Background: an optimization exercise with open tools, aiming at small area and few clock cycles. Do not read the settings as production practice. At most, simulation tests tie the RTL to the original design; equivalence was not proved. Power is estimated from default activity; no workload was simulated.

## run X
Design sponge_engine, start of the top module:
module sponge_engine (
    input  wire          clk,
    input  wire          rst,
    input  wire          cmd_valid,
    output wire          cmd_ready,
    input  wire [31:0]   cmd_hdr,
    input  wire          din_valid,
    output wire          din_ready,
    input  wire [126:0]  din_data,
    output wire          rsp_valid,
    input  wire          rsp_ready,
    output wire [31:0]   rsp_word,
    output wire          dout_valid,
    input  wire          dout_ready,
    output wire [126:0]  dout_data,
    output wire          dout_last,
    output wire          preq_valid,
    input  wire          preq_ready,
    output wire [507:0]  preq_state,
    input  wire          prsp_valid,
    output wire          prsp_ready,
    input  wire [507:0]  prsp_state,
    output wire          st_busy,
    output wire [2:0]    st_fault,
    output wire [4:0]    st_io_count,
    output wire [4:0]    st_pattern_len,
    output wire [5:0]    st_out_len
);
For scale: roughly 13,000 cells after synthesis, roughly 5,000 flip-flops, ~1,400 I/O pins, roughly 160,000 µm² of cells after synthesis.
clock: 14.0 ns
lec_check: 0
cap_margin: 20
core_margin: 2
core_utilization: 40
slew_margin: 20
standard.sh (not shown) runs the stock make flow with config.mk's settings and CLKGATE_MAP_FILE= SYNTH_SCRIPT=/design/flow/synth_recipe.tcl, a recipe that flattens the netlist after the stock synthesis.
==> flow/flow/run.sh <==
#!/bin/bash
# Layout flow: the standard flow with buf_1 port buffers and a lighter clock tree.
set -e
export BUFFER_PORTS_ARGS="-buffer_cell sky130_fd_sc_hd__buf_1"
export CTS_ARGS="-sink_clustering_enable -repair_clock_nets -dont_use_dummy_load -buf_list {sky130_fd_sc_hd__clkbuf_4 sky130_fd_sc_hd__clkbuf_8} -sink_clustering_size 14 -sink_clustering_max_diameter 60"
bash standard.sh > standard.log 2>&1
Run X finished every step from synthesis to the final layout, and the layout passed the timing, DRC and antenna checks.
Input-level comparison between run H and run X:
--- a/flow/design.v
+++ b/flow/design.v
@@ -171,13 +171,13 @@
     wire [FB-1:0] y2 = ({FB{yl[2]}} & lane2) | ({FB{yd[2]}} & din_data);
     wire [FB-1:0] y3 = ({FB{yl[3]}} & lane3) | ({FB{yd[3]}} & din_data);
     wire [FB-1:0] s1, s2, s3;
     sponge_madd u_add1 (.a(x1), .b(y1), .s(s1));
     sponge_madd u_add2 (.a(x2), .b(y2), .s(s2));
     sponge_madd u_add3 (.a(x3), .b(y3), .s(s3));
-    assign preq_state = {s3, lane2, lane1, lane0};
+    assign preq_state = {(creq ? s3 : lane3), lane2, lane1, lane0};
     wire l0_tag  = (phase == STT) && din_fire && !bad;
     always @(posedge clk) begin
         if (comb || l0_tag) lane0 <= l0_tag ? din_data : prsp_state[FB-1:0];
         lane1 <= s1;
         lane2 <= s2;
         lane3 <= s3;
## What came out
- Run H vs run X — sequential share of layout area rose 0.32 points.
- Critical path depth, run H vs run X: up by more than 10%
- Status | run H and run X | clean
- | worst endpoint data arrival time | run H vs run X | 0.04 ns lower |
- Comparing run H and run X, the higher wire length was measured on run X.
- Non-clock inverter total of the final layout (lower): run H
- Lower synthesized cell count among run H and run X: run H
- [compare] base=run X new=run H: post-route clock period utilization saw a decrease; cell area saw a decrease.
Testbench counts of run H, summed over its fixed seeds: cycles 10,061.
Only the layout flow was run in run X; the RTL was not checked for function there.

* * *

Another version of the RTL of sponge_engine (not shown whole).
Size in the first run: ~12,000 cells after synthesis, about 5,000 flip-flops, ~1,400 I/O pins, roughly 160,000 sq um of cells after synthesis.
Settings: LEC_CHECK=0, CAP_MARGIN=20, CORE_MARGIN=2, CORE_UTILIZATION=40, SLEW_MARGIN=20; clock period 14.0 ns.
Scripts as last shown in full above: flow/flow/run.sh
The baseline completed without violations.
Edit:
--- a/flow/design.v
+++ b/flow/design.v
@@ -135,45 +135,52 @@
     assign st_pattern_len = pattern_len;
     assign st_out_len     = out_len;
     reg  clr_q;
     wire clr = clr_q;
     wire [1:0] apos = absorb_pos;
     wire add_now = abs_free && din_valid && rem_nz && (absorb_pos != 2'd3);
     wire park_req  = abs_req && din_valid && rem_nz && preq_ready;    
     wire wait_in   = abs_wait && din_valid && rem_nz && (nb != 2'd3);
     wire park_wait = wait_in && !prsp_in;                            
     wire comb      = prsp_in;                               
-    reg [3:1] sel_f, sel_w, sel_c;
+    reg [3:1] xl, xp, yl, yd;
     integer k;
     always @* begin
         for (k = 1; k <= 3; k = k + 1) begin
-            sel_f[k] = abs_free && rem_nz && (absorb_pos == k - 1);   
-            sel_w[k] = abs_wait && rem_nz && (nb == k - 1);           
-            sel_c[k] = abs_wait && (nb >= k);                         
+            xl[k] = 1'b1; xp[k] = 1'b0; yl[k] = 1'b0; yd[k] = 1'b0;
+            if (clr) begin
+                xl[k] = 1'b0;
+            end else if (comb) begin
+                xl[k] = 1'b0; xp[k] = 1'b1;
+                if (phase == ABS) begin
+                    if (k <= nb) yl[k] = 1'b1;
+                    else if ((k == nb + 1) && wait_in) yd[k] = 1'b1;
+                end
+            end else if (add_now) begin
+                if (k == apos + 1) yd[k] = 1'b1;
+            end else if (park_req) begin
+                if (k == 1) begin xl[k] = 1'b0; yd[k] = 1'b1; end
+            end else if (park_wait) begin
+                if (k == nb + 1) begin xl[k] = 1'b0; yd[k] = 1'b1; end
+            end
         end
     end
-    wire       sel_r = abs_req && rem_nz;                             
-    wire [3:1] park  = {3{din_valid}} & (sel_w | {2'b00, sel_r && preq_ready});
-    wire [3:1] xl = {3{!clr && !comb}} & ~park;
-    wire [3:1] xp = {3{!clr && comb}};
-    wire [3:1] yl = {3{!clr && comb}} & sel_c;
-    wire [3:1] yd = {3{!clr && din_valid}} & (sel_f | sel_w | {2'b00, sel_r && preq_ready});
     wire [FB-1:0] x1 = ({FB{xl[1]}} & lane1) | ({FB{xp[1]}} & prsp_state[2*FB-1:FB]);
     wire [FB-1:0] x2 = ({FB{xl[2]}} & lane2) | ({FB{xp[2]}} & prsp_state[3*FB-1:2*FB]);
     wire [FB-1:0] x3 = ({FB{xl[3]}} & lane3) | ({FB{xp[3]}} & prsp_state[4*FB-1:3*FB]);
     wire [FB-1:0] y1 = ({FB{yl[1]}} & lane1) | ({FB{yd[1]}} & din_data);
     wire [FB-1:0] y2 = ({FB{yl[2]}} & lane2) | ({FB{yd[2]}} & din_data);
     wire [FB-1:0] y3 = ({FB{yl[3]}} & lane3) | ({FB{yd[3]}} & din_data);
     wire [FB-1:0] s1, s2, s3;
     sponge_madd u_add1 (.a(x1), .b(y1), .s(s1));
     sponge_madd u_add2 (.a(x2), .b(y2), .s(s2));
-    sponge_madd #(.BW(4)) u_add3 (.a(x3), .b(y3), .s(s3));
+    sponge_madd u_add3 (.a(x3), .b(y3), .s(s3));
     assign preq_state = {s3, lane2, lane1, lane0};
     wire l0_tag  = (phase == STT) && din_fire && !bad;
     always @(posedge clk) begin
         if (comb || l0_tag) lane0 <= l0_tag ? din_data : prsp_state[FB-1:0];
         lane1 <= s1;
         lane2 <= s2;
         lane3 <= s3;
     end
     wire dl_en   = ((phase == RSP) && sq_good) || (phase == DOUT);
     wire dload   = dl_en && (dn != out_len) && (dn[1:0] == orho) && (!dv || dout_fire);
@@ -393,29 +400,28 @@
                         dv <= 1'b1;
                     end else if (dout_fire) begin
                         dv <= 1'b0;
                     end
                     if (dout_fire && (dn == out_len) && !dload) phase <= IDLE;
                 end
             endcase
         end
     end
 endmodule
-module sponge_madd #(
-    parameter BW = 8                
-) (
+module sponge_madd (
     input  wire [126:0] a,
     input  wire [126:0] b,
     output wire [126:0] s
 );
     localparam N  = 127;
-    localparam NB = (N + BW - 1) / BW;
+    localparam BW = 8;
+    localparam NB = 16;
     wire [N-1:0] p = a ^ b;
     wire [N-1:0] g = a & b;
     wire [N:0] cz;
     wire [N:0] c;
     wire [NB-1:0] bg, bp;
     wire [NB:0]   bcz;       
     wire [NB:0]   bpp;       
     wire [NB-1:0] bcin;
     wire          cin;
     genvar i, j;
The changed run completed with no timing, DRC or antenna violations.
Via count goes up by 0.66%.
Setup slack is worse by 0.11 ns.
Register-to-register slack improved by 0.24 ns.
Cell area climbs by 1.6%.
Total power drops by 0.52%.
Non-clock buffer count climbs by 353.
No functional check of the RTL was part of any run of this note.

-- port drivers added, routing unchanged --
The flow's constraints put no driver on any port. The routed layouts listed below were extracted and timed again, unchanged, in two steps.
Step 1 assumes that a clkbuf_16 drives the clock port and a buf_2 every other input.
Step 2 moves the port delays by t, midway between the first and last clock arrival at a register: inputs arrive t later, outputs are due t later. That takes back most of the time a late clock gives input paths.
Three values: ideal ports, drivers, drivers and shift; two values: the first two.
run | t, ns | setup slack, ns | worst hold slack (ns) | worst setup path at the end
run X | 1.258 | 0.165 / 0.145 / 0.145 | 0.247 / 0.247 / 0.247 | input to output
run H | 1.264 | 0.207 / 0.121 / 0.121 | 0.246 / 0.246 / 0.246 | input to output
the first run of note 2 | 1.230 | 0.237 / 0.201 / 0.201 | 0.217 / 0.217 / 0.217 | input to output
the second run of note 2 | 1.243 | 0.125 / 0.101 / 0.101 | 0.263 / 0.263 / 0.263 | input to output
After both steps every run listed still meets setup and hold. The setup slack of run H, which loses most, moves by -0.086 ns with the drivers and by -0.086 ns with both steps.
